Background: an optimization exercise with open tools, aiming at small area, a short achievable clock period and few clock cycles per item. Do not read the settings as production practice. In this exercise RTL edits were held to simulation tests only and were not proved equivalent to the original.

File: flow/design.v
module fp32_mul_a (
    input  wire [36:0]  a,
    input  wire [36:0]  b,
    output wire [110:0] o
);
    wire a_z = a[36], a_i = a[35], b_z = b[36], b_i = b[35];
    wire sp = a_i | b_i;
    wire sn = (a_i & b_z) | (b_i & a_z);
    wire sy = a[34] ^ b[34];
    wire zr = a_z | b_z;
    wire [10:0] er0 = {a[33], a[33:24]} + {b[33], b[33:24]} - 11'd126;
    wire [31:0] p2 = a[23:0] * b[23:16];
    wire [31:0] p1 = a[23:0] * b[15:8];
    wire [31:0] p0 = a[23:0] * b[7:0];
    assign o = {sp, sn, sy, zr, er0, p2, p1, p0};
endmodule
module fp32_mul_b (
    input  wire [110:0] i,
    output wire [40:0]  o
);
    wire [3:0]  hdr = i[110:107];
    wire [10:0] er0 = i[106:96];
    wire [31:0] p2 = i[95:64];
    wire [31:0] p1 = i[63:32];
    wire [31:0] p0 = i[31:0];
    wire [47:0] p = {p2, 16'd0} + {8'd0, p1, 8'd0} + {16'd0, p0};
    wire [24:0] sg = p[47] ? p[47:23] : p[46:22];
    wire        st = p[47] ? (|p[22:0]) : (|p[21:0]);
    wire [10:0] er = p[47] ? er0 : (er0 - 11'd1);
    assign o = {hdr, er, sg, st};
endmodule
module fp32_mul_c (
    input  wire [40:0] i,
    output reg  [31:0] y
);
    wire sp = i[40], sn = i[39], sy = i[38], zr = i[37];
    wire signed [10:0] er = i[36:26];
    wire [24:0] sg = i[25:1];
    wire        st = i[0];
    wire        neg = (er < 11'sd1);
    wire signed [10:0] shs = 11'sd1 - er;
    wire [4:0]  sh  = neg ? ((shs > 11'sd26) ? 5'd26 : shs[4:0]) : 5'd0;
    wire [24:0] ss  = sg >> sh;
    wire        lost = |(sg & ~(25'h1FF_FFFF << sh));
    wire [7:0]  efield = neg ? 8'd0 : er[7:0];
    wire        rup = ss[0] & (st | lost | ss[1]);
    wire [30:0] magr = {efield, ss[23:1]} + {30'd0, rup};
    always @* begin
        if (sp)
            y = sn ? 32'h7FC0_0000 : {sy, 8'hFF, 23'd0};
        else if (zr)
            y = {sy, 31'd0};
        else if (er >= 11'sd255)
            y = {sy, 8'hFF, 23'd0};
        else
            y = {sy, magr};
    end
endmodule
module fp32_add_a (
    input  wire [31:0] a,
    input  wire [31:0] b,
    output wire [66:0] o
);
    wire a_nan = (a[30:23] == 8'hFF) && (a[22:0] != 0);
    wire b_nan = (b[30:23] == 8'hFF) && (b[22:0] != 0);
    wire a_inf = (a[30:23] == 8'hFF) && (a[22:0] == 0);
    wire b_inf = (b[30:23] == 8'hFF) && (b[22:0] == 0);
    wire sp = a_nan | b_nan | a_inf | b_inf;
    wire sn = a_nan | b_nan | (a_inf & b_inf & (a[31] != b[31]));
    wire ss = a_inf ? a[31] : b[31];
    wire zs = a[31] & b[31];
    wire [7:0] xa = (a[30:23] == 0) ? 8'd1 : a[30:23];
    wire [7:0] xb = (b[30:23] == 0) ? 8'd1 : b[30:23];
    wire [8:0] dab = {1'b0, xa} - {1'b0, xb};
    wire [8:0] dba = {1'b0, xb} - {1'b0, xa};
    wire        swap = b[30:0] > a[30:0];
    wire [8:0]  d  = swap ? dba : dab;
    wire [4:0]  ds = (d[7:0] > 8'd27) ? 5'd27 : d[4:0];
    wire [7:0]  xp = swap ? xb : xa;
    wire [23:0] ma = {a[30:23] != 0, a[22:0]};
    wire [23:0] mb = {b[30:23] != 0, b[22:0]};
    wire [23:0] mp = swap ? mb : ma;
    wire [23:0] mq = swap ? ma : mb;
    wire        sg = swap ? b[31] : a[31];
    wire        same = (a[31] == b[31]);
    assign o = {sp, sn, ss, zs, sg, same, xp, ds, mp, mq};
endmodule
module fp32_add_b (
    input  wire [66:0] i,
    output wire [40:0] o
);
    wire [4:0]  hdr = i[66:62];
    wire        same = i[61];
    wire [7:0]  xp = i[60:53];
    wire [4:0]  ds = i[52:48];
    wire [23:0] mp = i[47:24];
    wire [23:0] mq = i[23:0];
    wire [26:0] ap  = {mp, 3'b000};
    wire [26:0] aq0 = {mq, 3'b000};
    wire [26:0] aqs = aq0 >> ds;
    wire        qst = |(aq0 & ~(27'h7FF_FFFF << ds));
    wire [26:0] aq  = {aqs[26:1], aqs[0] | qst};
    wire [27:0] s = same ? ({1'b0, ap} + {1'b0, aq}) : ({1'b0, ap} - {1'b0, aq});
    assign o = {hdr, xp, s};
endmodule
module fp32_add_c1p (
    input  wire [40:0] i,
    output wire [41:0] o       
);
    wire [4:0]  hdr = i[40:36];
    wire [7:0]  xp = i[35:28];
    wire [27:0] s  = i[27:0];
    reg [4:0] lz;
    integer k;
    always @* begin
        lz = 5'd27;
        for (k = 0; k < 27; k = k + 1)
            if (s[k]) lz = 5'd26 - k[4:0];
    end
    wire [4:0]  lmax = (xp - 8'd1 > 8'd27) ? 5'd27 : (xp[4:0] - 5'd1);
    wire [4:0]  lsh  = (lz < lmax) ? lz : lmax;
    wire [26:0] sl   = s[26:0] << lsh;
    wire [26:0] sr   = {s[27:2], s[1] | s[0]};
    wire [26:0] sn_  = s[27] ? sr : sl;
    wire [8:0]  en   = s[27] ? ({1'b0, xp} + 9'd1) : ({1'b0, xp} - {4'd0, lsh});
    assign o = {hdr, s == 28'd0, en, sn_};
endmodule
module fp32_add_c2p (
    input  wire [41:0] i,
    output reg  [31:0] y
);
    wire        sp = i[41], sn = i[40], ss = i[39], zs = i[38], sg = i[37], sz = i[36];
    wire [8:0]  en  = i[35:27];
    wire [26:0] sn_ = i[26:0];
    wire [7:0]  efield = sn_[26] ? en[7:0] : 8'd0;
    wire [30:0] mag  = {efield, sn_[25:3]};
    wire        rup  = sn_[2] & (sn_[1] | sn_[0] | sn_[3]);
    wire [30:0] magr = mag + {30'd0, rup};
    always @* begin
        if (sp)
            y = sn ? 32'h7FC0_0000 : {ss, 8'hFF, 23'd0};
        else if (sz)
            y = {zs, 31'd0};
        else if (en >= 9'd255)
            y = {sg, 8'hFF, 23'd0};
        else
            y = {sg, magr};
    end
endmodule
module fp32_add_c1u (
    input  wire [40:0] i,
    output wire [38:0] o       
);
    wire        zs = i[37], sg = i[36];
    wire [7:0]  xp = i[35:28];
    wire [27:0] s  = i[27:0];
    reg [4:0] lz;
    integer k;
    always @* begin
        lz = 5'd27;
        for (k = 0; k < 27; k = k + 1)
            if (s[k]) lz = 5'd26 - k[4:0];
    end
    wire [26:0] sr = {s[27:2], s[1] | s[0]};
    wire [26:0] fl = s[26:0] << lz;
    wire [26:0] fn = s[27] ? sr : fl;
    wire [9:0]  fe = s[27] ? ({2'b00, xp} + 10'd1) : ({2'b00, xp} - {5'd0, lz});
    wire        z  = (s == 28'd0);
    assign o = {z, z ? zs : sg, fe, fn};
endmodule
module fp32_add_c2u (
    input  wire [38:0] i,
    output wire        un_z,
    output wire        un_s,
    output wire [9:0]  un_e,
    output wire [23:0] un_f
);
    wire [9:0]  fe = i[36:27];
    wire [26:0] fn = i[26:0];
    wire        fru = fn[2] & (fn[1] | fn[0] | fn[3]);
    wire [24:0] fm  = {1'b0, fn[26:3]} + {24'd0, fru};
    assign un_z = i[38];
    assign un_s = i[37];
    assign un_e = fe + {9'd0, fm[24]};
    assign un_f = fm[24] ? 24'h80_0000 : fm[23:0];
endmodule
module div_norm (
    input  wire        is_off,
    input  wire [31:0] held,
    input  wire [31:0] off,
    output wire [36:0] o
);
    wire [31:0] w0 = is_off ? off : {held[30:23] != 0, held[22:0], 8'd0};
    reg  [4:0]  lz;
    integer i;
    always @* begin
        lz = 5'd0;
        for (i = 0; i < 32; i = i + 1)
            if (w0[i]) lz = 5'd31 - i[4:0];
    end
    wire [31:0] wn = w0 << lz;
    wire [9:0]  eb = is_off ? 10'd158 : {2'b00, (held[30:23] == 0) ? 8'd1 : held[30:23]};
    assign o = {wn[31:7], |wn[6:0], eb - {5'd0, lz}, w0 == 32'd0};
endmodule
module div_round (
    input  wire [36:0] i,
    output wire [34:0] o
);
    wire [24:0] w  = i[36:12];
    wire        st = i[11];
    wire [9:0]  e  = i[10:1];
    wire        rup = w[0] & (st | w[1]);
    wire [24:0] sg  = {1'b0, w[24:1]} + {24'd0, rup};
    assign o = {sg[24] ? 24'h80_0000 : sg[23:0], e + {9'd0, sg[24]}, i[0]};
endmodule
module div_first (
    input  wire [34:0] i,
    input  wire        is_off,
    input  wire [22:0] nAs,
    input  wire [9:0]  nAe,
    input  wire [22:0] nRs,
    input  wire [9:0]  nRe,
    output wire [34:0] o
);
    wire [23:0] n  = i[34:11];
    wire [9:0]  en = i[10:1];
    wire [23:0] d  = is_off ? {1'b1, nRs} : {1'b1, nAs};
    wire [9:0]  ed = is_off ? nRe : nAe;
    wire        ge = n >= d;
    wire [24:0] ra = {1'b0, n} - {1'b0, d};
    wire [24:0] rb = {n, 1'b0} - {1'b0, d};
    wire [23:0] r  = ge ? ra[23:0] : rb[23:0];
    wire [9:0]  eq = en - ed + 10'd127 - {9'd0, ~ge};
    assign o = {r, eq, i[0]};
endmodule
module div_rows #(
    parameter integer K = 2
) (
    input  wire        is_off,
    input  wire [22:0] nAs,
    input  wire [22:0] nRs,
    input  wire [23:0] ri,
    input  wire [23:0] qi,
    output reg  [23:0] ro,
    output reg  [23:0] qo
);
    wire [23:0] d = is_off ? {1'b1, nRs} : {1'b1, nAs};
    reg [24:0] r2;
    reg [25:0] df;
    integer k;
    always @* begin
        ro = ri;
        qo = qi;
        for (k = 0; k < K; k = k + 1) begin
            r2 = {ro, 1'b0};
            df = {1'b0, r2} - {2'b00, d};
            qo = {qo[22:0], ~df[25]};
            ro = df[25] ? r2[23:0] : df[23:0];
        end
    end
endmodule
module div_qround (
    input  wire [23:0] qf,      
    input  wire [23:0] rem,
    input  wire [9:0]  eqf,
    input  wire        z,
    output wire [31:0] q
);
    wire        stf  = (rem != 24'd0);
    wire [24:0] qv   = {1'b1, qf};
    wire        qneg = eqf[9] | (eqf == 10'd0);
    wire [9:0]  shw  = 10'd1 - eqf;
    wire [4:0]  sht  = qneg ? ((shw > 10'd26) ? 5'd26 : shw[4:0]) : 5'd0;
    wire [24:0] qs   = qv >> sht;
    wire        lost = |(qv & ~(25'h1FF_FFFF << sht));
    wire [7:0]  efq  = qneg ? 8'd0 : eqf[7:0];
    wire        rupq = qs[0] & (stf | lost | qs[1]);
    wire [30:0] magq = {efq, qs[23:1]} + {30'd0, rupq};
    assign q = z ? 32'd0 : ((!eqf[9] && eqf >= 10'd255) ? 32'h7F80_0000 : {1'b0, magq});
endmodule
module env_gen (
    input  wire        clk,
    input  wire        rst,
    input  wire        cmd_valid,
    output wire        cmd_ready,
    input  wire [1:0]  cmd_op,
    input  wire [95:0] cmd_data,
    output wire        g_valid,
    input  wire        g_ready,
    output wire [31:0] gain
);
    localparam [31:0] ONE = 32'h3F80_0000;
    localparam [1:0] T_ON = 2'd0, T_OFF = 2'd1, T_MOP = 2'd2;
    localparam integer K  = 2;             
    localparam integer ND = 24 / K;        
    localparam integer S_I   = 0;          
    localparam integer S_P1  = 1;          
    localparam integer S_P2  = 2;          
    localparam integer S_P3  = 3;          
    localparam integer S_D0  = 4;          
    localparam integer S_T1  = S_D0 + ND;  
    localparam integer S_A1  = S_T1 + 1;   
    localparam integer S_A4  = S_T1 + 4;
    localparam integer S_M1  = S_T1 + 5;   
    localparam integer S_M2  = S_T1 + 6;
    localparam integer S_M3  = S_T1 + 7;
    localparam integer S_U1  = S_T1 + 8;   
    localparam integer S_U4  = S_T1 + 11;
    localparam integer NS    = S_U4 + 1;
    localparam integer W     = S_U4 - S_A4 + 1;
    reg [31:0] cA;
    reg [22:0] nAs, nRs;              
    reg [9:0]  nAe, nRe;              
    reg [36:0] nDS;                   
    reg [31:0] held, off;             
    reg [31:0] held_t;                
    reg [31:0] held_c, off_c;         
    reg [36:0] mu;                    
    reg        bv, bg;
    reg [1:0]  bop;
    reg [95:0] bd;
    reg [31:0] gq;
    reg [4:0]  wp, ip, cp;
    reg [NS-1:0] v;
    reg [1:0]    ty [0:NS-1];
    reg          rf [0:S_T1];
    reg [3:0]    cnt;                 
    reg          df;                  
    reg          cpend, cpon;         
    wire [4:0] inq    = wp - cp;
    wire       replay = (ip != wp);
    wire       rgate  = gq[ip];
    wire       cnt_ok = (cnt >= W - 1);
    wire       empty  = ~(|v) & ~replay & ~cpend;
    wire       r_issue = ~df & replay & (rgate | cnt_ok);
    wire       can_b  = ~df & ~replay &
                        ((bop == 2'd0) ? ((bg | cnt_ok) & (inq < 5'd30)) : empty);
    wire       consume = bv & can_b;
    wire       b_issue = consume & ~bop[0];                
    wire       issue   = r_issue | b_issue;
    wire       igate   = r_issue ? rgate : bg;
    wire       istep   = r_issue | (consume & (bop == 2'd0));
    wire [1:0] ity     = (b_issue & bop[1]) ? T_MOP : (igate ? T_ON : T_OFF);
    assign cmd_ready = ~bv | can_b;
    wire off_nz = (off != 32'd0);
    reg        ov;
    reg [31:0] od;
    assign g_valid = ov;
    assign gain    = od;
    wire [31:0] out6;
    wire [36:0] m6;
    wire        arr    = v[NS-1] & ~df;
    wire        arr_g  = arr & (ty[NS-1] != T_MOP);
    wire        commit = arr_g & (~ov | g_ready);
    wire        drop   = arr_g & ov & ~g_ready;
    always @(posedge clk) begin
        if (rst) begin
            ov    <= 1'b0;
            df    <= 1'b0;
            cpend <= 1'b0;
        end else begin
            df    <= drop;
            cpend <= commit;
            cpon  <= (ty[NS-1] == T_ON);
            if (commit) begin
                ov <= 1'b1;
                od <= out6;
            end else if (g_ready)
                ov <= 1'b0;
        end
    end
    wire [36:0] uA, uR, uD;
    fp_unpk u_unA (.x(bd[31:0]),  .u(uA));
    fp_unpk u_unR (.x(bd[63:32]), .u(uR));
    fp_unpk u_unD (.x(bd[95:64]), .u(uD));
    wire [31:0] held_inc, held_t_inc, held_c_inc;
    fp_inc1 u_inc0 (.h(held),   .y(held_inc));
    fp_inc1 u_inc1 (.h(held_t), .y(held_t_inc));
    fp_inc1 u_inc2 (.h(held_c), .y(held_c_inc));
    always @(posedge clk) begin
        if (rst) begin
            bv   <= 1'b0;
            cA   <= 32'h4596_0000;            
            nAs  <= 23'h16_0000;
            nAe  <= 10'd139;
            nRs  <= 23'h3B_8000;              
            nRe  <= 10'd141;
            nDS  <= {3'b000, 10'd113, 24'h83_126F};    
            held <= 32'd0;
            off  <= 32'd0;
            held_c <= 32'd0;
            off_c  <= 32'd0;
            wp <= 5'd0; ip <= 5'd0; cp <= 5'd0;
            cnt <= W - 1;
        end else begin
            bv <= (cmd_valid & cmd_ready) | (bv & ~consume);
            if (cmd_ready) begin
                bop <= cmd_op;
                bd  <= cmd_data;
                bg  <= (cmd_data[31:0] != 32'd0);
            end
            if (cpend) begin
                cp <= cp + 5'd1;
                if (cpon) begin
                    held_c <= (off_c != 32'd0) ? ONE : held_c_inc;
                    off_c  <= 32'd0;
                end else if (off_c != 32'hFFFF_FFFF)
                    off_c <= off_c + 32'd1;
            end
            if (df) begin
                held <= held_c;
                off  <= off_c;
                ip   <= cp;
                cnt  <= W - 1;
            end else begin
                if (issue && ity != T_OFF) cnt <= 4'd0;
                else if (!cnt_ok)          cnt <= cnt + 4'd1;
                if (istep) begin
                    ip <= ip + 5'd1;
                    if (igate) begin
                        held <= off_nz ? ONE : held_inc;
                        off  <= 32'd0;
                    end else if (off != 32'hFFFF_FFFF)
                        off <= off + 32'd1;
                end
                if (consume && bop == 2'd0) begin
                    gq[wp] <= bg;
                    wp <= wp + 5'd1;
                end
                if (consume && bop != 2'd0) begin
                    case (bop)
                        2'd1: begin
                            cA  <= bd[31:0];
                            nAe <= uA[33:24]; nAs <= uA[22:0];
                            nRe <= uR[33:24]; nRs <= uR[22:0];
                            nDS <= uD;
                            held <= 32'd0; off <= 32'd0;
                            held_c <= 32'd0; off_c <= 32'd0;
                        end
                        2'd2: begin
                            held <= bd[31:0]; off <= bd[63:32];
                            held_c <= bd[31:0]; off_c <= bd[63:32];
                        end
                        default: begin
                            held <= 32'd0; off <= 32'd0;
                            held_c <= 32'd0; off_c <= 32'd0;
                        end
                    endcase
                end
            end
        end
    end
    integer q;
    always @(posedge clk) begin
        if (rst || df)
            v <= {NS{1'b0}};
        else
            v <= {v[NS-2:0], issue};
        ty[0] <= ity;
        for (q = 1; q < NS; q = q + 1) ty[q] <= ty[q-1];
        rf[0] <= off_nz;
        for (q = 1; q <= S_T1; q = q + 1) rf[q] <= rf[q-1];
    end
    wire [36:0] p1_n;
    div_norm u_dn (.is_off(ty[S_I] == T_OFF), .held(held), .off(off), .o(p1_n));
    reg  [36:0] p1;
    always @(posedge clk) p1 <= p1_n;
    wire [34:0] p2_n;
    div_round u_dr (.i(p1), .o(p2_n));
    reg  [34:0] p2;
    always @(posedge clk) p2 <= p2_n;
    wire [34:0] p3_n;
    div_first u_df (.i(p2), .is_off(ty[S_P2] == T_OFF), .nAs(nAs), .nAe(nAe),
                    .nRs(nRs), .nRe(nRe), .o(p3_n));
    reg [23:0] dr [0:ND];
    reg [9:0]  de [0:ND];
    reg        dz [0:ND];
    always @(posedge clk) begin
        dr[0] <= p3_n[34:11]; de[0] <= p3_n[10:1]; dz[0] <= p3_n[0];
    end
    genvar g;
    generate
        for (g = 0; g < ND; g = g + 1) begin : dstage
            localparam integer QW = K * (g + 1);
            reg  [QW-1:0] qr;
            wire [23:0] qin;
            if (g == 0) begin : q0
                assign qin = 24'd0;
            end else begin : qn
                assign qin = {{(24 - K * g){1'b0}}, dstage[g-1].qr};
            end
            wire [23:0] ro, qo;
            div_rows #(.K(K)) u_rows (.is_off(ty[S_P3 + g] == T_OFF), .nAs(nAs), .nRs(nRs),
                                      .ri(dr[g]), .qi(qin), .ro(ro), .qo(qo));
            always @(posedge clk) begin
                dr[g+1] <= ro; qr <= qo[QW-1:0]; de[g+1] <= de[g]; dz[g+1] <= dz[g];
            end
        end
    endgenerate
    wire [31:0] qres;
    div_qround u_qr (.qf(dstage[ND-1].qr), .rem(dr[ND]), .eqf(de[ND]), .z(dz[ND]), .q(qres));
    reg [31:0] t1_q;
    always @(posedge clk) t1_q <= qres;
    always @(posedge clk) begin
        if (rst)
            held_t <= 32'd0;
        else if (df)
            held_t <= held_c;
        else if (consume && bop != 2'd0)
            held_t <= (bop == 2'd2) ? bd[31:0] : 32'd0;
        else if (v[S_T1-1] && ty[S_T1-1] == T_ON)
            held_t <= rf[S_T1-1] ? ONE : held_t_inc;
    end
    wire        aoff = (ty[S_T1] == T_OFF);
    wire [31:0] u1a = aoff ? ONE : cA;
    wire [31:0] u1b = aoff ? t1_q : held_t;
    wire [66:0] a1_n;
    fp32_add_a u_a1 (.a(u1a), .b({~u1b[31], u1b[30:0]}), .o(a1_n));
    reg [66:0] a1;
    reg        a1_ge, a2_ge, a3_ge;
    reg [31:0] a1_x, a2_x, a3_x, a4_x;
    always @(posedge clk) begin
        a1 <= a1_n; a1_ge <= aoff & (t1_q[30:23] >= 8'd127); a1_x <= t1_q;
    end
    wire [40:0] a2_n;
    fp32_add_b u_a2 (.i(a1), .o(a2_n));
    reg [40:0] a2;
    always @(posedge clk) begin
        a2 <= a2_n; a2_ge <= a1_ge; a2_x <= a1_x;
    end
    wire [38:0] a3_n;
    fp32_add_c1u u_a3 (.i(a2), .o(a3_n));
    reg [38:0] a3;
    always @(posedge clk) begin
        a3 <= a3_n; a3_ge <= a2_ge; a3_x <= a2_x;
    end
    wire        a4z, a4s;
    wire [9:0]  a4e;
    wire [23:0] a4f;
    fp32_add_c2u u_a4 (.i(a3), .un_z(a4z), .un_s(a4s), .un_e(a4e), .un_f(a4f));
    reg [36:0] a4;
    always @(posedge clk) begin
        a4 <= {a4z | a3_ge, 1'b0, a4s & ~a3_ge, a4e, a4f}; a4_x <= a3_x;
    end
    wire [36:0]  mla = (ty[S_A4] == T_OFF) ? mu : nDS;
    wire [110:0] m1_n;
    fp32_mul_a u_m1 (.a(mla), .b(a4), .o(m1_n));
    reg [110:0] m1;
    reg [31:0]  m1_x, m2_x, m3_x, m3_p;
    always @(posedge clk) begin
        m1 <= m1_n; m1_x <= a4_x;
    end
    wire [40:0] m2_n;
    fp32_mul_b u_m2 (.i(m1), .o(m2_n));
    reg [40:0] m2;
    always @(posedge clk) begin
        m2 <= m2_n; m2_x <= m1_x;
    end
    wire [31:0] m3_n;
    fp32_mul_c u_m3 (.i(m2), .y(m3_n));
    always @(posedge clk) begin
        m3_p <= m3_n;
        m3_x <= (ty[S_M2] != T_OFF) ? m2_x
              : ((m3_n[31] && m3_n[30:0] != 31'd0 && !(m3_n[30:23] == 8'hFF && m3_n[22:0] != 23'd0)) ? 32'd0 : m3_n);
    end
    wire [66:0] u1_n;
    fp32_add_a u_u1 (.a(m3_p), .b(ONE), .o(u1_n));
    reg [66:0] u1;
    reg [31:0] u1_x, u2_x, u3_x, u4_x, u4_r;
    always @(posedge clk) begin
        u1 <= u1_n; u1_x <= m3_x;
    end
    wire [40:0] u2_n;
    fp32_add_b u_u2 (.i(u1), .o(u2_n));
    reg [40:0] u2;
    always @(posedge clk) begin
        u2 <= u2_n; u2_x <= u1_x;
    end
    wire [41:0] u3_n;
    fp32_add_c1p u_u3 (.i(u2), .o(u3_n));
    reg [41:0] u3;
    always @(posedge clk) begin
        u3 <= u3_n; u3_x <= u2_x;
    end
    wire [31:0] u4_n;
    fp32_add_c2p u_u4 (.i(u3), .y(u4_n));
    always @(posedge clk) begin
        u4_r <= u4_n; u4_x <= u3_x;
    end
    env_t6 u_t6 (.r(u4_r), .x(u4_x), .is_off(ty[NS-1] == T_OFF), .y(out6), .m(m6));
    always @(posedge clk) begin
        if (rst)
            mu <= {1'b1, 36'd0};
        else if (consume && bop[0])       
            mu <= {1'b1, 36'd0};
        else if (arr && ty[NS-1] != T_OFF)
            mu <= m6;
    end
endmodule
module fp_inc1 (
    input  wire [31:0] h,
    output reg  [31:0] y
);
    reg [7:0]  e, ee;
    reg [4:0]  d;
    reg [47:0] ext;
    reg        g, st, rup;
    reg [25:0] s;
    reg [4:0]  k;
    always @* begin
        e  = h[30:23];
        ee = (e == 8'd0) ? 8'd1 : e;
        d   = (8'd127 - ee > 8'd26) ? 5'd26 : (5'd31 & (8'd127 - ee));
        ext = {e != 8'd0, h[22:0], 24'd0} >> d;
        k = 5'd31 & (8'd151 - e);             
        s = {2'b01, h[22:0], 1'b0} + (26'd1 << k);
        g = 1'b0; st = 1'b0; rup = 1'b0;
        if (e < 8'd127) begin
            g   = ext[23];
            st  = |ext[22:0];
            rup = g & (st | ext[24]);
            y = {1'b0, 8'd127, ext[46:24]} + {31'd0, rup};
        end else if (e > 8'd151) begin
            y = h;
        end else if (s[25]) begin
            rup = s[1] & (s[0] | s[2]);
            y = {1'b0, e + 8'd1, s[24:2]} + {31'd0, rup};
        end else begin
            rup = s[0] & s[1];
            y = {1'b0, e, s[23:1]} + {31'd0, rup};
        end
    end
endmodule
module fp_unpk (
    input  wire [31:0] x,
    output wire [36:0] u
);
    reg [4:0] lz;
    integer i;
    always @* begin
        lz = 5'd0;
        for (i = 0; i < 23; i = i + 1)
            if (x[i]) lz = 5'd23 - i[4:0];
    end
    wire [23:0] mm = {1'b0, x[22:0]} << lz;
    assign u = (x[30:23] != 0)
             ? {1'b0, x[30:23] == 8'hFF, x[31], 2'b00, x[30:23], 1'b1, x[22:0]}
             : {x[22:0] == 0, 1'b0, x[31], 10'd1 - {5'd0, lz}, mm};
endmodule
module env_t6 (
    input  wire [31:0] r,
    input  wire [31:0] x,
    input  wire        is_off,
    output wire [31:0] y,
    output wire [36:0] m
);
    localparam [31:0] SUSTAIN = 32'h3F33_3333;    
    function automatic flt(input [31:0] a, input [31:0] b);
        reg an, bn;
        begin
            an = (a[30:23] == 8'hFF) && (a[22:0] != 0);
            bn = (b[30:23] == 8'hFF) && (b[22:0] != 0);
            if (an || bn)                          flt = 1'b0;
            else if (a[30:0] == 0 && b[30:0] == 0) flt = 1'b0;
            else if (a[31] != b[31])               flt = a[31];
            else if (!a[31])                       flt = a[30:0] < b[30:0];
            else                                   flt = a[30:0] > b[30:0];
        end
    endfunction
    wire [31:0] rel  = flt(r, SUSTAIN) ? SUSTAIN : r;
    wire        crel = flt(rel, x);
    wire [36:0] ur, ux;
    fp_unpk u_ur (.x(rel), .u(ur));
    fp_unpk u_ux (.x(x),   .u(ux));
    assign y = is_off ? x : (crel ? rel : x);
    assign m = crel ? ur : ux;
endmodule
File: flow/run.sh
#!/bin/bash
# synth_recipe.tcl (not shown) runs the flow's synth.tcl, then flattens the netlist and writes it again
# the make line also repeats each setting of config.mk as NAME=value (left out here)
make -C /OpenROAD-flow-scripts/flow DESIGN_CONFIG=/design/flow/config.mk WORK_HOME=/design/flow/orfs CLKGATE_MAP_FILE= SYNTH_SCRIPT=/design/flow/synth_recipe.tcl finish
File: flow/config.mk
export PLATFORM = sky130hd
export DESIGN_NAME = env_gen
export DESIGN_NICKNAME = env_gen
export VERILOG_FILES = /design/flow/design.v
export SDC_FILE = /design/flow/constraint.sdc
export NUM_CORES = 4
export LEC_CHECK = 0
export CAP_MARGIN = 20
export CORE_MARGIN = 2
export CORE_UTILIZATION = 40
export SLEW_MARGIN = 20
export SYNTH_HIERARCHICAL = 1
File: flow/constraint.sdc
create_clock -name core_clock -period 18.5 [get_ports {clk}]
set_input_delay 3.7000 -clock core_clock [delete_from_list [all_inputs] [get_ports {clk}]]
set_output_delay 3.7000 -clock core_clock [all_outputs]
set_load 0.01 [all_outputs]
==> results of run 1 <==
## metrics by stage
| step | cell area (µm²) | hold WS, ps | utilization, % |
|---|---|---|---|
| 3_3_place_gp | 191000 | 309 | 41.2 |
| 5_1_grt | 200000 | 310 | 43.3 |
| 4_1_cts | 200000 | 305 | 43.2 |
| 2_1_floorplan | 186000 | 310 | - |
| 6_report | 200000 | 300 | 43.3 |
| 3_5_place_dp | 191000 | 312 | 41.2 |
## area by class of cell
class                   count  area (µm²)
diodes                     13        32.5
clock buffers             335        7260
clock inverters           147        2090
fillers                 46100      263000
inverters                1190        4470
multi-input cells       17600      129000
flip-flops and latches   2231       46300
well taps                6174        7720
repair buffers            447        3720
## state kept, by name, indices dropped and copies added, names as in the netlist, 35 cells and up
name and cells:
p2 35, ty 56, a2 38, u2 41, a1 64, u3 42
m1 111, nDS 37, bd 96, dstage.qr 156, u1 67, m2 41
a3 39, mu 37, de 130, p1 37, a4 36, dr 312
## routing by layer
layer / part of all wire, % / GRT usage (%) / vias up
li1: - / - / 79800
met1: 43 / 34.0 / 81000
met2: 45 / 40.6 / 6343
met3: 7.2 / 3.76 / 1405
met4: 4.6 / 10.2 / 4
met5: 0.0051 / 0 / -
## cell usage in the layout (no fill, tap or decap), types with 258 or more instances in the layout
cell / count
nand2_1: 2132
dfxtp_1: 2062
a21oi_1: 1595
nor2_1: 1438
ha_1: 1212
o21ai_0: 1167
inv_1: 1163
mux2i_1: 813
and2_1: 594
xnor2_1: 579
nand3_1: 555
a21o_1: 477
fa_1: 443
nor3_1: 423
a211oi_1: 413
xor2_1: 370
buf_4: 310
o211ai_1: 288
nand2b_1: 285
nand4_1: 282
clkbuf_16: 269
and3_1: 267
mux2_2: 258
## worst reg2reg max path: stages (launching register included)
cell,delay [ps]
dfxtp_1,870
inv_1,330
ha_1,420
xor2_2,680
a211oi_1,170
a221o_1,640
o31ai_4,320
buf_4,540
nand3_1,370
o22ai_1,270
a211oi_2,110
a2111oi_2,620
nand3_2,290
inv_1,130
ha_1,260
nand4_2,290
nor4_1,320
xor2_1,190
nor2_1,90
nor4_1,370
nand4_1,190
nor2_1,240
o31ai_1,120
a31oi_1,190
nor2_2,110
buf_4,260
a22o_1,220
## how the worst min path moves through the flow
| stage | startpoint | depth (start not counted) | slack (ps) | end |
|---|---|---|---|---|
| 5_1_grt | de[4][5] | 0 | 310 | de[5][5] |
| 2_1_floorplan | a1_ge | 0 | 310 | a2_ge |
| 3_5_place_dp | a2_x[25] | 0 | 310 | a3_x[25] |
| 6_report | de[4][5] | 0 | 300 | de[5][5] |
| 4_1_cts | de[4][5] | 0 | 310 | de[5][5] |
| 3_3_place_gp | dz[11] | 0 | 310 | dz[12] |
==> metrics.yaml, run 1 <==
status: "finished clean"
die_w_um: 686
synth_area_per_cell_um2: 8.34
cts_buffers: 266
ios: 136
fmax_mhz: 115
htreeDepth: 5
place_congestion: 0.978
dp_slack_ps: 9860
slowest_stage: "dfxtp_1"
final_cells: 28200
startpoint: "m2[27]"
drv_slew: 0
drtIter0Drc: 15800
rr_endpoint: "m3_x[18]"
critPathTopFamily: "compound AO/OA/AOI/OAI gates"
fin_ws_ps: 9820
worstReg2RegStart: "m2[27]"
crit_path_max_fanout: 49
endpoint: "m3_x[18]"
finalSetupViolations: 0
post-cts-setup-buffer-count: 0
grt_use_total_pct: 25.3
overflow: 0
clkTransAtPathRegs_ps: 60
finalCriticalPeriod_ps: 8680
worstSetupEndpointType: "register"
grt_max_degree: 72
path_class: "reg -> reg"
hold_viol_final: 0
hp-class: "reg -> reg"
cts_buffer_depth: 4
rsz0062_at_grt: "no"
yosysWarningCount: 26
grt_pass1_vias: 158000
worst-slew-pin-transition_ps: 1210
rrSetupSlack_ps: 9820
syn_to_final_growth_pct: 7.82
fin_worst_skew_ps: 93.4
required_ps: 19350
placed_cells: 27700
finalCritPeriodShare_pct: 46.9
hold_buffers: 0
initial_utilization_pct: 40.1
fp.dieH_um: 686
crit_buf_inv: 4
antenna_found_initial: 20
port_buffers: 135
path_depth: 26
final.setup.tns_ps: 0
viasPerCell: 5.98
cap_violations: 0
grt_pass1_wl_um: 951000
startpoint_type: "register"
slew_headroom_pct: 18.7
drt_pre_antenna_iters: 9
worstPathArrival_ps: 9530
drt-total-wl_um: 623000
root_buffer: "clkbuf_16"
syn_inst: 22300
syn-cell-area_mm2: 0.186
clock_latency_ps: 1000
max_stage_delay_ps: 870
vias: 169000
rows: 250
cts.sinks: 2231
core_mm2: 0.463
drc: 0
cts_tree: "built"
ff2ff_path_depth: 26
wl_per_cell_um: 22.1
layout-drive-gt1-share_pct: 7.96
dp_hpwl_um: 461000
antenna_left: 0
final_nets: 23500
dieArea_mm2: 0.470
postCtsResizedCells: 0
Testbench counts, summed over its fixed seeds: cycles 2,394, items 2,048.
==> run 2, diff against run 1 <==
--- a/flow/design.v
+++ b/flow/design.v
@@ -3,3 +3,3 @@
     input  wire [36:0]  b,
-    output wire [110:0] o
+    output wire [134:0] o
 );
@@ -11,17 +11,19 @@
     wire [10:0] er0 = {a[33], a[33:24]} + {b[33], b[33:24]} - 11'd126;
-    wire [31:0] p2 = a[23:0] * b[23:16];
-    wire [31:0] p1 = a[23:0] * b[15:8];
-    wire [31:0] p0 = a[23:0] * b[7:0];
-    assign o = {sp, sn, sy, zr, er0, p2, p1, p0};
+    wire [29:0] p3 = a[23:0] * b[23:18];
+    wire [29:0] p2 = a[23:0] * b[17:12];
+    wire [29:0] p1 = a[23:0] * b[11:6];
+    wire [29:0] p0 = a[23:0] * b[5:0];
+    assign o = {sp, sn, sy, zr, er0, p3, p2, p1, p0};
 endmodule
 module fp32_mul_b (
-    input  wire [110:0] i,
+    input  wire [134:0] i,
     output wire [40:0]  o
 );
-    wire [3:0]  hdr = i[110:107];
-    wire [10:0] er0 = i[106:96];
-    wire [31:0] p2 = i[95:64];
-    wire [31:0] p1 = i[63:32];
-    wire [31:0] p0 = i[31:0];
-    wire [47:0] p = {p2, 16'd0} + {8'd0, p1, 8'd0} + {16'd0, p0};
+    wire [3:0]  hdr = i[134:131];
+    wire [10:0] er0 = i[130:120];
+    wire [29:0] p3 = i[119:90];
+    wire [29:0] p2 = i[89:60];
+    wire [29:0] p1 = i[59:30];
+    wire [29:0] p0 = i[29:0];
+    wire [47:0] p = {p3, 18'd0} + {6'd0, p2, 12'd0} + {12'd0, p1, 6'd0} + {18'd0, p0};
     wire [24:0] sg = p[47] ? p[47:23] : p[46:22];
@@ -280,2 +282,53 @@
 endmodule
+module div_srt_rows #(
+    parameter integer K = 3
+) (
+    input  wire        is_off,
+    input  wire [22:0] nAs,
+    input  wire [22:0] nRs,
+    input  wire [26:0] wsi,
+    input  wire [26:0] wci,
+    input  wire [23:0] qpi,
+    input  wire [23:0] qni,
+    output reg  [26:0] wso,
+    output reg  [26:0] wco,
+    output reg  [23:0] qpo,
+    output reg  [23:0] qno
+);
+    wire [26:0] d = {3'b000, 1'b1, is_off ? nRs : nAs};
+    reg  [26:0] a, b, c;
+    reg  [4:0]  y;
+    reg         pos, neg;
+    integer k;
+    always @* begin
+        wso = wsi; wco = wci; qpo = qpi; qno = qni;
+        for (k = 0; k < K; k = k + 1) begin
+            y   = wso[25:21] + wco[25:21];             
+            pos = ~y[4];                               
+            neg = y[4] & (y != 5'b11111);              
+            a   = {wso[25:0], 1'b0};
+            b   = {wco[25:0], pos};                    
+            c   = pos ? ~d : (neg ? d : 27'd0);
+            wso = a ^ b ^ c;
+            wco = {((a & b) | (a & c) | (b & c)), 1'b0};
+            qpo = {qpo[22:0], pos};
+            qno = {qno[22:0], neg};
+        end
+    end
+endmodule
+module div_srt_fix (
+    input  wire [23:0] d,
+    input  wire [26:0] ws,
+    input  wire [26:0] wc,
+    input  wire [23:0] qp,
+    input  wire [23:0] qn,
+    output wire [23:0] qf,
+    output wire        st
+);
+    wire [26:0] r   = ws + wc;
+    wire        rn  = r[26];
+    wire [24:0] qi  = {1'b1, qp} - {1'b0, qn} - {24'd0, rn};
+    assign qf = qi[23:0];
+    assign st = rn ? (r != (27'd0 - {3'b000, d})) : (r != 27'd0);
+endmodule
 module env_gen (
@@ -464,3 +517,3 @@
     wire [36:0] p1_n;
-    div_norm u_dn (.is_off(ty[S_I] == T_OFF), .held(held), .off(off), .o(p1_n));
+    div_norm u_dn (.is_off(ty[S_I][0]), .held(held), .off(off), .o(p1_n));
     reg  [36:0] p1;
@@ -472,3 +525,3 @@
     wire [34:0] p3_n;
-    div_first u_df (.i(p2), .is_off(ty[S_P2] == T_OFF), .nAs(nAs), .nAe(nAe),
+    div_first u_df (.i(p2), .is_off(ty[S_P2][0]), .nAs(nAs), .nAe(nAe),
                     .nRs(nRs), .nRe(nRe), .o(p3_n));
@@ -492,3 +545,3 @@
             wire [23:0] ro, qo;
-            div_rows #(.K(K)) u_rows (.is_off(ty[S_P3 + g] == T_OFF), .nAs(nAs), .nRs(nRs),
+            div_rows #(.K(K)) u_rows (.is_off(ty[S_P3 + g][0]), .nAs(nAs), .nRs(nRs),
                                       .ri(dr[g]), .qi(qin), .ro(ro), .qo(qo));
@@ -513,3 +566,3 @@
     end
-    wire        aoff = (ty[S_T1] == T_OFF);
+    wire        aoff = ty[S_T1][0];
     wire [31:0] u1a = aoff ? ONE : cA;
@@ -544,6 +597,6 @@
     end
-    wire [36:0]  mla = (ty[S_A4] == T_OFF) ? mu : nDS;
-    wire [110:0] m1_n;
+    wire [36:0]  mla = ty[S_A4][0] ? mu : nDS;
+    wire [134:0] m1_n;
     fp32_mul_a u_m1 (.a(mla), .b(a4), .o(m1_n));
-    reg [110:0] m1;
+    reg [134:0] m1;
     reg [31:0]  m1_x, m2_x, m3_x, m3_p;
@@ -589,3 +642,3 @@
     end
-    env_t6 u_t6 (.r(u4_r), .x(u4_x), .is_off(ty[NS-1] == T_OFF), .y(out6), .m(m6));
+    env_t6 u_t6 (.r(u4_r), .x(u4_x), .is_off(ty[NS-1][0]), .y(out6), .m(m6));
     always @(posedge clk) begin
@@ -603,30 +656,25 @@
 );
-    reg [7:0]  e, ee;
-    reg [4:0]  d;
-    reg [47:0] ext;
-    reg        g, st, rup;
-    reg [25:0] s;
-    reg [4:0]  k;
+    wire [7:0]  e  = h[30:23];
+    wire [23:0] hm = {e != 8'd0, h[22:0]};
+    wire [7:0]  da = 8'd127 - ((e == 8'd0) ? 8'd1 : e);
+    wire [4:0]  d5 = (da > 8'd25) ? 5'd25 : da[4:0];
+    wire [24:0] x  = {hm, 1'b0} >> d5;
+    wire        sa = |({hm, 1'b0} & ~(25'h1FF_FFFF << d5));
+    wire        ra = x[0] & (sa | x[1]);
+    wire [23:0] xa = {1'b0, x[23:1]} + 24'd1;
+    wire [4:0]  j  = 5'd31 & (8'd150 - e);
+    wire [24:0] oh = 25'd1 << j;
+    wire [24:0] s  = {1'b0, hm} + oh;
+    wire [24:0] s2 = {1'b0, hm} + oh + 25'd2;
+    wire [30:0] hc = h[30:0] + {30'd0, h[0]};
     always @* begin
-        e  = h[30:23];
-        ee = (e == 8'd0) ? 8'd1 : e;
-        d   = (8'd127 - ee > 8'd26) ? 5'd26 : (5'd31 & (8'd127 - ee));
-        ext = {e != 8'd0, h[22:0], 24'd0} >> d;
-        k = 5'd31 & (8'd151 - e);             
-        s = {2'b01, h[22:0], 1'b0} + (26'd1 << k);
-        g = 1'b0; st = 1'b0; rup = 1'b0;
-        if (e < 8'd127) begin
-            g   = ext[23];
-            st  = |ext[22:0];
-            rup = g & (st | ext[24]);
-            y = {1'b0, 8'd127, ext[46:24]} + {31'd0, rup};
-        end else if (e > 8'd151) begin
+        if (e < 8'd127)
+            y = ra ? {1'b0, xa[23] ? 8'd128 : 8'd127, xa[22:0]} : {1'b0, 8'd127, x[23:1]};
+        else if (e <= 8'd150)
+            y = !s[24] ? {1'b0, e, s[22:0]}
+              : ((s[0] & s[1]) ? {1'b0, e + 8'd1, s2[23:1]} : {1'b0, e + 8'd1, s[23:1]});
+        else if (e == 8'd151)
+            y = {1'b0, hc};
+        else
             y = h;
-        end else if (s[25]) begin
-            rup = s[1] & (s[0] | s[2]);
-            y = {1'b0, e + 8'd1, s[24:2]} + {31'd0, rup};
-        end else begin
-            rup = s[0] & s[1];
-            y = {1'b0, e, s[23:1]} + {31'd0, rup};
-        end
     end
@@ -672,3 +720,3 @@
     wire [36:0] ur, ux;
-    fp_unpk u_ur (.x(rel), .u(ur));
+    assign ur = {1'b0, rel[30:23] == 8'hFF, rel[31], 2'b00, rel[30:23], 1'b1, rel[22:0]};   
     fp_unpk u_ux (.x(x),   .u(ux));
==> run 2 against run 1 <==
  * Still clean on timing, DRC and antenna
  * Global-route usage grew 0.59 points
  * Area after synthesis down 0.59%
  * Core utilization about the same
  * Via count is 1.8% lower
  * Cell area decreased by 0.82%
  * Synthesized cell count is 1.4% lower
  * Cell count decreased by 1.1%
  * Clock skew decreased by 41 ps
  * Routed wire length rose by 1.7%
==> metrics.yaml, run 2 <==
finalCritPeriodShare_pct: 49.7  # +2.8 points
top_register: "dr"
hold_buffers: 0  # unchanged
worstSetupEndpointType: "register"
initial_utilization_pct: 40.2  # +0.058 points
required_ps: 19370  # +20 ps
hp-class: "reg -> reg"
rsz0062_at_grt: "no"
mostFrequentLayoutCells: "dfxtp_1, nand2_1, a21oi_1"
yosysWarningCount: 26  # unchanged
ios: 136  # unchanged
drtIter0Drc: 16300  # +3.4%
wl_per_cell_um: 22.8  # +2.9%
max_stage_delay_ps: 870  # about the same
finalCriticalPeriod_ps: 9200  # +517 ps
dieArea_mm2: 0.467  # -0.59%
final_nets: 23300  # -1.2%
slowest_stage: "dfxtp_1"
nFillCells: 45600  # -1.1%
cts.sinks: 2255  # +1.1%
worstPathArrival_ps: 10070  # +540 ps
placed_cells: 27400  # -1.1%
vias: 165000  # -1.8%
crit_path_max_fanout: 49  # unchanged
grt_pass1_wl_um: 958000  # +0.78%
post-cts-setup-buffer-count: 0  # unchanged
grt_pass1_vias: 155000  # -1.6%
postCtsResizedCells: 0  # unchanged
cap_violations: 0  # unchanged
startpoint_type: "register"
die_w_um: 684  # -0.30%
grt_use_total_pct: 25.9  # +0.59 points
viasPerCell: 5.94  # -0.68%
port_buffers: 135  # unchanged
reg_top3: "dr: 312 flops, dstage.qr: 156 flops, m1: 135 flops"
syn_to_final_growth_pct: 7.58
synth_area_per_cell_um2: 8.41  # +0.85%
largest_reg_flops: 312  # unchanged
finalSetupViolations: 0  # unchanged
syn_inst: 22000  # -1.4%
place_area_mm2: 0.190  # -0.75%
layout-drive-gt1-share_pct: 8.48  # +0.52 points
drc: 0  # unchanged
grt_max_degree: 136  # +89%
drv_slew: 0  # unchanged
clock_latency_ps: 970  # -30 ps
root_buffer: "clkbuf_16"
cts_tree: "built"
fmax_mhz: 109  # -5.6%
path_class: "reg -> reg"
fin_worst_skew_ps: 52.8  # -40.6 ps
worst-slew-pin-transition_ps: 1240  # +23.2 ps
overflow: 0  # unchanged
hold_viol_final: 0  # unchanged
drt-total-wl_um: 634000  # +1.7%
cts_buffer_depth: 4  # unchanged
clkTransAtPathRegs_ps: 70  # about the same
slew_headroom_pct: 16.8  # -1.9 points
critPathTopFamily: "simple AND/OR/NAND/NOR gates"
place_congestion: 0.970  # -0.80%
final.setup.tns_ps: 0  # unchanged
antenna_found_initial: 39  # +95%
dp_hpwl_um: 471000  # +2.4%
drt_pre_antenna_iters: 8  # -1
fp.dieH_um: 684  # -0.30%
final_common_cell: "dfxtp_1"
core_mm2: 0.460  # -0.74%
fin_area_mm2: 0.199  # -0.82%
htreeDepth: 5  # unchanged
status: "finished clean"
syn-cell-area_mm2: 0.185  # -0.59%
crit_buf_inv: 3  # -1
antenna_left: 0  # unchanged
cp_cell_sequence: "inv_1 > ha_1 > xor2_2 > a211oi_1 > a221o_1 > o31ai_4 > buf_4 > mux2i_1 > o22ai_2 > a21oi_1 > nor4_4 > nand4_2 > nor3_2 > a31oi_1 > nor4_1 > nor4_1 > nand4_1 > nor2_1 > o31ai_1 > a31oi_1 > nor2_2 > buf_4 > a22o_1"
final_cells: 27900  # -1.1%
cts_buffers: 264  # -0.75%
rows: 249  # -0.40%
[run 2: changes by cell type in the layout (fill, tap and decap cells not counted), sizes merged, moves of 61 or more]
cell	delta
a21oi	+89
and2	+105
inv	+132
mux2i	-61
nand2	-119
nor3	-62
[run 2: worst paths after layout]
path,startpoint,endpoint,slack [ps],cells after the start
worst min register to register,dstage[2].qr[0],dstage[3].qr[2],290,0
worst max-delay path,m2[27],m3_x[30],9300,23
worst max register to register,m2[27],m3_x[30],9300,23
worst min-delay path,dstage[2].qr[0],dstage[3].qr[2],290,0
[run 2: cell type report]
type / instances / area (µm²) / area share, %
Inverter: 1324 / 4980 / 2.51
Timing Repair Buffer: 433 / 3630 / 1.83
Clock inverter: 121 / 1800 / 0.906
Sequential cell: 2255 / 46800 / 23.5
Antenna cell: 9 / 22.5 / 0.0113
Tap cell: 6149 / 7690 / 3.87
Multi-Input combinational cell: 17200 / 126000 / 63.6
Clock buffer: 346 / 7370 / 3.71
[run 2: routing by layer]
metal  GRT usage (%)  share of wire, %  vias up
met5               0            0.0077        -
li1                -                 -    78100
met3            3.97               7.7     1448
met4            11.1               4.8        8
met2            40.6                44     6707
met1            35.2                44    79100
[run 2: per-stage QoR]
stage / setup slack (ps) / util, % / hold WS [ps]
after global routing: 8870 / 43.2 / 306
after detailed placement: 9600 / 41.2 / 312
after floorplan: 11250 / - / 310
after global placement: 9160 / 41.2 / 310
after CTS: 9570 / 43.2 / 287
final: 9300 / 43.2 / 292
Testbench counts of run 2, summed over its fixed seeds: cycles 2,394, items 2,048.
==> run 3, diff against run 2 <==
--- a/flow/config.mk
+++ b/flow/config.mk
@@ -7,6 +7,6 @@
 export LEC_CHECK = 0
-export CAP_MARGIN = 20
+export CAP_MARGIN = 60
 export CORE_MARGIN = 2
-export CORE_UTILIZATION = 40
-export SLEW_MARGIN = 20
+export CORE_UTILIZATION = 50
+export SLEW_MARGIN = 60
 export SYNTH_HIERARCHICAL = 1
==> run 3 against run 2 <==
  * Die area down 20%
  * First-iteration DRC count down 0.65%
  * Cell count down 4.4%
  * Via count about the same
  * Routed wire length down 1.4%
  * Setup slack better by 1500 ps
  * Critical endpoint is now m3_x[16]
  * Largest cell class unchanged
==> metrics.yaml, run 3 <==
cts_buffers: 267  # +1.1%
ios: 136  # unchanged
cts.sinks: 2255  # unchanged
grtUsageMet3_pct: 5.31  # +1.3 points
syn_inst: 22000  # unchanged
placed_cells: 26100  # -4.6%
rsz0062_at_grt: "no"
root_buffer: "clkbuf_16"
slew_headroom_pct: 55.0  # +38 points
syn-cell-area_mm2: 0.185  # unchanged
rows: 223  # -10%
fmax_mhz: 130  # +19%
grt_use_total_pct: 32.1  # +6.2 points
grt_pass1_wl_um: 946000  # -1.2%
drt-total-wl_um: 625000  # -1.4%
core_mm2: 0.368  # -20%
drc: 0  # unchanged
mostFrequentLayoutCells: "dfxtp_1, nand2_1, a21oi_1"
startpoint_type: "register"
grtUsageMet2_pct: 50.2  # +9.6 points
grt_max_degree: 86  # -37%
final.setup.tns_ps: 0  # unchanged
overflow: 0  # unchanged
finalCriticalPeriod_ps: 7710  # -1490 ps
viasPerCell: 6.21  # +4.6%
met1_usage_pct: 43.5  # +8.3 points
final_cells: 26600  # -4.4%
antenna_found_initial: 23  # -41%
grt_busiest_layer: "met2"
initial_utilization_pct: 50.2  # +10 points
clock_latency_ps: 940  # -30 ps
hp-class: "reg -> reg"
worst-slew-pin-transition_ps: 668  # -569 ps
grt_pass1_vias: 155000  # -0.24%
fin_area_mm2: 0.199  # +0.23%
dp_hpwl_um: 464000  # -1.5%
cts_buffer_depth: 4  # unchanged
hold_buffers: 0  # unchanged
drv_slew: 0  # unchanged
largest_reg_flops: 312  # unchanged
post-cts-setup-buffer-count: 0  # unchanged
die_w_um: 612  # -10%
synth_area_per_cell_um2: 8.41  # unchanged
status: "finished clean"
worstSetupEndpointType: "register"
cap_violations: 0  # unchanged
wl_per_cell_um: 23.5  # +3.1%
antenna_left: 0  # unchanged
layout-drive-gt1-share_pct: 9.96  # +1.5 points
multiInputGateArea_mm2: 0.128  # +0.85%
drtIter0Drc: 16200  # -0.65%
reg_top3: "dr: 312 flops, dstage.qr: 156 flops, m1: 135 flops"
htreeDepth: 5  # unchanged
fp.dieH_um: 612  # -10%
place_area_mm2: 0.189  # about the same
final_common_cell: "dfxtp_1"
critPathTopFamily: "simple AND/OR/NAND/NOR gates"
worstPathArrival_ps: 8490  # -1580 ps
postCtsResizedCells: 0  # unchanged
place_congestion: 0.974  # +0.36%
dieArea_mm2: 0.374  # -20%
finalCritPeriodShare_pct: 41.7  # -8.0 points
syn_to_final_growth_pct: 7.83
cts_tree: "built"
finalSetupViolations: 0  # unchanged
crit_buf_inv: 4  # +1
final_nets: 23300  # +0.37%
clkTransAtPathRegs_ps: 60  # about the same
top_register: "dr"
max_stage_delay_ps: 600  # -270 ps
fin_worst_skew_ps: 64.1  # +11.3 ps
register_area_mm2: 0.0469  # +0.20%
vias: 166000  # +0.058%
port_buffers: 135  # unchanged
crit_path_max_fanout: 29  # -41%
required_ps: 19270  # -100 ps
drt_pre_antenna_iters: 6  # -2
slowest_stage: "o41a_1"
path_class: "reg -> reg"
nFillCells: 34900  # -23%
yosysWarningCount: 26  # unchanged
hold_viol_final: 0  # unchanged
[run 3: cell types whose count changed in the layout (fill, tap and decap cells not counted), moves of 20 or more]
cell,delta
o21ai_0,-27
buf_2,+21
dfxtp_2,+66
o21ai_1,+20
buf_6,+31
dfxtp_1,-69
[run 3: final cells by class]
type | instances | area share (%)
tap | 4837 | 3.04
sequential | 2255 | 23.5
timing repair buffer | 515 | 2.28
multi-input combinational | 17200 | 64.0
clock inverter | 134 | 0.859
inverter | 1324 | 2.50
antenna | 9 | 0.0113
clock buffer | 348 | 3.75
[run 3: layer usage]
| metal | part of all wire (%) | vias to the layer above |
|---|---|---|
| met5 | 0.0099 | - |
| met4 | 4.7 | 10 |
| met3 | 7.9 | 1455 |
| met2 | 44 | 6806 |
| met1 | 43 | 79000 |
| li1 | - | 78300 |
[run 3: worst paths after layout]
kind,from,end,slack [ps],cells past startpoint
max,m2[27],m3_x[16],10790,26
min reg2reg,u3_x[6],u4_x[6],280,0
max reg2reg,m2[27],m3_x[16],10790,26
min,u3_x[6],u4_x[6],280,0
[run 3: stage by stage]
| step | hold slack (ps) | worst slack (ps) | util (%) |
|---|---|---|---|
| final | 281 | 10790 | 54.1 |
| after global routing | 299 | 10340 | 54.1 |
| after global placement | 310 | 9790 | 51.0 |
| after CTS | 286 | 10790 | 53.9 |
| after detailed placement | 312 | 10800 | 51.4 |
| after floorplan | 310 | 11250 | - |
==> run 4, diff against run 3 <==
--- a/flow/design.v
+++ b/flow/design.v
@@ -19,3 +19,3 @@
     input  wire [134:0] i,
-    output wire [40:0]  o
+    output wire [44:0]  o
 );
@@ -31,15 +31,19 @@
     wire [10:0] er = p[47] ? er0 : (er0 - 11'd1);
-    assign o = {hdr, er, sg, st};
+    wire signed [10:0] ers = er;
+    wire signed [10:0] shs = 11'sd1 - ers;
+    wire        neg = (ers < 11'sd1);
+    wire [4:0]  sh  = neg ? ((shs > 11'sd26) ? 5'd26 : shs[4:0]) : 5'd0;
+    wire        big = (ers >= 11'sd255);
+    assign o = {hdr, neg, big, sh, er[7:0], sg, st};
 endmodule
 module fp32_mul_c (
-    input  wire [40:0] i,
+    input  wire [44:0] i,
     output reg  [31:0] y
 );
-    wire sp = i[40], sn = i[39], sy = i[38], zr = i[37];
-    wire signed [10:0] er = i[36:26];
+    wire sp = i[44], sn = i[43], sy = i[42], zr = i[41];
+    wire        neg = i[40], big = i[39];
+    wire [4:0]  sh  = i[38:34];
+    wire [7:0]  er  = i[33:26];
     wire [24:0] sg = i[25:1];
     wire        st = i[0];
-    wire        neg = (er < 11'sd1);
-    wire signed [10:0] shs = 11'sd1 - er;
-    wire [4:0]  sh  = neg ? ((shs > 11'sd26) ? 5'd26 : shs[4:0]) : 5'd0;
     wire [24:0] ss  = sg >> sh;
@@ -54,3 +58,3 @@
             y = {sy, 31'd0};
-        else if (er >= 11'sd255)
+        else if (big)
             y = {sy, 8'hFF, 23'd0};
@@ -360,5 +364,5 @@
     localparam integer S_U1  = S_T1 + 8;   
-    localparam integer S_U4  = S_T1 + 11;
-    localparam integer NS    = S_U4 + 1;
-    localparam integer W     = S_U4 - S_A4 + 1;
+    localparam integer S_U3  = S_T1 + 10;
+    localparam integer NS    = S_U3 + 1;
+    localparam integer W     = S_U3 - S_A4 + 1;
     reg [31:0] cA;
@@ -430,4 +434,17 @@
     fp_inc1 u_inc0 (.h(held),   .y(held_inc));
-    fp_inc1 u_inc1 (.h(held_t), .y(held_t_inc));
-    fp_inc1 u_inc2 (.h(held_c), .y(held_c_inc));
+    fp_inc1g u_inc1 (.h(held_t), .h1(h1), .y(held_t_inc));
+    fp_inc1g u_inc2 (.h(held_c), .h1(h1), .y(held_c_inc));
+    reg [31:0] h1;
+    reg        h1cap;
+    always @(posedge clk) begin
+        if (rst) begin
+            h1 <= ONE; h1cap <= 1'b0;
+        end else begin
+            h1cap <= consume && bop == 2'd2;
+            if (h1cap)
+                h1 <= held_inc;
+            else if (consume && bop[0])
+                h1 <= ONE;
+        end
+    end
     always @(posedge clk) begin
@@ -605,5 +622,5 @@
     end
-    wire [40:0] m2_n;
+    wire [44:0] m2_n;
     fp32_mul_b u_m2 (.i(m1), .o(m2_n));
-    reg [40:0] m2;
+    reg [44:0] m2;
     always @(posedge clk) begin
@@ -615,4 +632,3 @@
         m3_p <= m3_n;
-        m3_x <= (ty[S_M2] != T_OFF) ? m2_x
-              : ((m3_n[31] && m3_n[30:0] != 31'd0 && !(m3_n[30:23] == 8'hFF && m3_n[22:0] != 23'd0)) ? 32'd0 : m3_n);
+        m3_x <= ty[S_M2][0] ? m3_n : m2_x;
     end
@@ -621,3 +637,3 @@
     reg [66:0] u1;
-    reg [31:0] u1_x, u2_x, u3_x, u4_x, u4_r;
+    reg [31:0] u1_x, u2_x, u3_x;
     always @(posedge clk) begin
@@ -637,8 +653,5 @@
     end
-    wire [31:0] u4_n;
-    fp32_add_c2p u_u4 (.i(u3), .y(u4_n));
-    always @(posedge clk) begin
-        u4_r <= u4_n; u4_x <= u3_x;
-    end
-    env_t6 u_t6 (.r(u4_r), .x(u4_x), .is_off(ty[NS-1][0]), .y(out6), .m(m6));
+    wire [31:0] u4_r;
+    fp32_add_c2p u_u4 (.i(u3), .y(u4_r));
+    env_t6 u_t6 (.r(u4_r), .x(u3_x), .is_off(ty[NS-1][0]), .y(out6), .m(m6));
     always @(posedge clk) begin
@@ -673,2 +686,26 @@
         else if (e <= 8'd150)
+            y = !s[24] ? {1'b0, e, s[22:0]}
+              : ((s[0] & s[1]) ? {1'b0, e + 8'd1, s2[23:1]} : {1'b0, e + 8'd1, s[23:1]});
+        else if (e == 8'd151)
+            y = {1'b0, hc};
+        else
+            y = h;
+    end
+endmodule
+module fp_inc1g (
+    input  wire [31:0] h,
+    input  wire [31:0] h1,
+    output reg  [31:0] y
+);
+    wire [7:0]  e  = h[30:23];
+    wire [23:0] hm = {1'b1, h[22:0]};
+    wire [4:0]  j  = 5'd31 & (8'd150 - e);
+    wire [24:0] oh = 25'd1 << j;
+    wire [24:0] s  = {1'b0, hm} + oh;
+    wire [24:0] s2 = {1'b0, hm} + oh + 25'd2;
+    wire [30:0] hc = h[30:0] + {30'd0, h[0]};
+    always @* begin
+        if (e < 8'd127)
+            y = h1;
+        else if (e <= 8'd150)
             y = !s[24] ? {1'b0, e, s[22:0]}
--- a/flow/config.mk
+++ b/flow/config.mk
@@ -7,6 +7,6 @@
 export LEC_CHECK = 0
-export CAP_MARGIN = 60
+export CAP_MARGIN = 70
 export CORE_MARGIN = 2
 export CORE_UTILIZATION = 50
-export SLEW_MARGIN = 60
+export SLEW_MARGIN = 70
 export SYNTH_HIERARCHICAL = 1
==> run 4 against run 3 <==
  * Via count fell by 4.9%
  * Global-route usage decreased by 1.5 points
  * Critical path depth is 17 lower
  * Cell count decreased by 3.0%
==> metrics.yaml, run 4 <==
viasPerCell: 6.09  # -2.0%
worstPathArrival_ps: 3580  # -4910 ps
grt_pass1_vias: 148000  # -4.7%
cap_violations: 0  # unchanged
worstSetupEndpointType: "primary output"
utilization_pct: 55.6  # +1.5 points
fp.dieH_um: 600  # -1.9%
post-cts-setup-buffer-count: 0  # unchanged
clock_latency_ps: 930  # about the same
final_nets: 22600  # -3.0%
required_ps: 14800  # -4470 ps
finalCritPeriodShare_pct: 39.4  # -2.3 points
reg_top3: "dr: 312 flops, dstage.qr: 156 flops, m1: 135 flops"
layout-drive-gt1-share_pct: 11.8  # +1.8 points
cts_buffer_depth: 4  # unchanged
clkTransAtPathRegs_ps: 60  # about the same
ff2ff_path_depth: 24  # -7.7%
rsz0062_at_grt: "no"
wl_per_cell_um: 22.3  # -5.0%
multiInputGateArea_mm2: 0.125  # -2.2%
overflow: 0  # unchanged
startpoint_type: "register"
root_buffer: "clkbuf_16"
syn_inst: 21100  # -4.1%
fmax_mhz: 137  # +5.9%
final_common_cell: "nand2_1"
grt_pass1_wl_um: 883000  # -6.7%
syn-cell-area_mm2: 0.178  # -3.8%
synth_area_per_cell_um2: 8.43  # +0.31%
slew_headroom_pct: 67.6  # +13 points
antenna_found_initial: 13  # -43%
rows: 218  # -2.2%
hold_buffers: 0  # unchanged
syn_to_final_growth_pct: 10.5
hp-class: "reg -> reg"
path_class: "reg -> out"
cts.sinks: 2226  # -1.3%
drt_pre_antenna_iters: 8  # +2
finalSetupViolations: 0  # unchanged
cts_tree: "built"
min_path_cells: 0  # unchanged
drv_slew: 0  # unchanged
grt_max_degree: 65  # -24%
dieArea_mm2: 0.360  # -3.7%
register_area_mm2: 0.0464  # -1.0%
nFillCells: 32600  # -6.6%
die_w_um: 600  # -1.9%
place_congestion: 0.981  # +0.71%
port_buffers: 135  # unchanged
core_mm2: 0.353  # -4.1%
postCtsResizedCells: 0  # unchanged
drtIter0Drc: 14400  # -11%
initial_utilization_pct: 50.3  # +0.18 points
final.setup.tns_ps: 0  # unchanged
grt_use_total_pct: 30.6  # -1.5 points
antenna_left: 0  # unchanged
drc: 0  # unchanged
worst-slew-pin-transition_ps: 473  # -195 ps
htreeDepth: 5  # unchanged
hold_viol_final: 0  # unchanged
status: "finished clean"
dp_hpwl_um: 436000  # -6.2%
cts_buffers: 267  # unchanged
largest_reg_flops: 312  # unchanged
ios: 136  # unchanged
vias: 157000  # -4.9%
drt-total-wl_um: 576000  # -7.8%
crit_path_max_fanout: 18  # -38%
fin_worst_skew_ps: 44.1  # -20.0 ps
yosysWarningCount: 27  # +3.8%
mostFrequentLayoutCells: "nand2_1, dfxtp_1, a21oi_1"
top_register: "dr"
finalCriticalPeriod_ps: 7280  # -430 ps
## run 4: cell count changes in the layout (fill, tap and decap cells not counted), sizes merged, moves of 31 or more
cell / previous run / this run
a21oi: 1713 / 1543
nand3: 576 / 474
o21ai: 1229 / 1131
xor2: 425 / 353
buf: 372 / 428
a211oi: 416 / 361
nand4: 294 / 249
a21o: 476 / 520
nand2: 2025 / 1989
nor2: 1455 / 1419
mux2i: 780 / 748
a22o: 67 / 36
o31ai: 173 / 142
## run 4: path summary, 6_finish.rpt
check	from	end	slack [ps]
max	wp[0]	cmd_ready	11220
min	dstage[9].qr[16]	dstage[10].qr[18]	310
max reg2reg	ty[4][0]	dr[2][7]	11600
min reg2reg	dstage[9].qr[16]	dstage[10].qr[18]	310
## run 4: per-layer routing
layer	GRT usage [%]	up-vias	wire length, µm
li1	-	75200	-
met1	41.5	75300	253000
met5	0	-	41
met2	49.0	5646	260000
met3	3.79	1248	37300
met4	12.8	6	26500
## run 4: cell type report
cell class                 instances  share of cell area (%)
timing repair buffer             587                    2.63
inverter                        1314                    2.52
multi-input combinational      16500                    63.5
antenna                           10                  0.0127
tap                             4730                    3.01
clock buffer                     337                    3.77
clock inverter                   146                   0.922
sequential                      2226                    23.6
## run 4: worst max-delay path: stages, from the launching register on
cell and delay, ps:
dfxtp_4 420, nand2b_1 210, fa_1 420, nand3_1 120
a21oi_1 60, nand4b_1 250, o21ba_2 270, o211ai_1 180
nand2_1 180, clkdlybuf4s50_1 530
## run 4: stage by stage
stage	hold WS [ps]	setup WS [ps]	cell area [µm²]	std cells
floorplan	310	11410	178000	21200
global placement	310	11320	181000	25100
global route	317	11050	196000	25800
detailed placement	312	11710	186000	25300
CTS	310	11120	195000	25800
finish	307	11220	196000	25800
Testbench counts of run 4, summed over its fixed seeds: cycles 2,372, items 2,048.

==> re-timing with driven ports <==
In the flow no input, the clock included, has a driving cell. The finished layouts below were timed again as built, in two steps.
Step 1 assumes that a clkbuf_16 drives the clock port and a buf_2 every other input.
Step 2 adds t to the input delays and takes it off the output delays; t is the mean of the earliest and latest rising clock arrival at the registers after step 1. Input paths then give back, and output paths get back, about the clock's delay inside the block.
a / b / c = ideal ports / drivers / drivers and shift; a / b = the first two.
| run | t (ns) | setup WS [ns] | hold WS [ns] | latest minus earliest clock arrival (ns) | slew at the worst register clock pin (ns) |
|---|---|---|---|---|---|
| run 1 | 1.085 | 9.818 / 9.818 / 9.818 | 0.300 / 0.300 / 0.300 | 0.102 / 0.102 | 0.07 / 0.07 |
| run 2 | 1.055 | 9.301 / 9.301 / 9.301 | 0.292 / 0.292 / 0.292 | 0.058 / 0.059 | 0.07 / 0.07 |
| run 3 | 1.022 | 10.787 / 10.787 / 10.787 | 0.281 / 0.281 / 0.281 | 0.068 / 0.068 | 0.07 / 0.07 |
| run 4 | 1.016 | 11.218 / 11.111 / 11.601 | 0.307 / 0.307 / 0.307 | 0.051 / 0.051 | 0.07 / 0.07 |
After both steps every run listed still meets setup and hold.
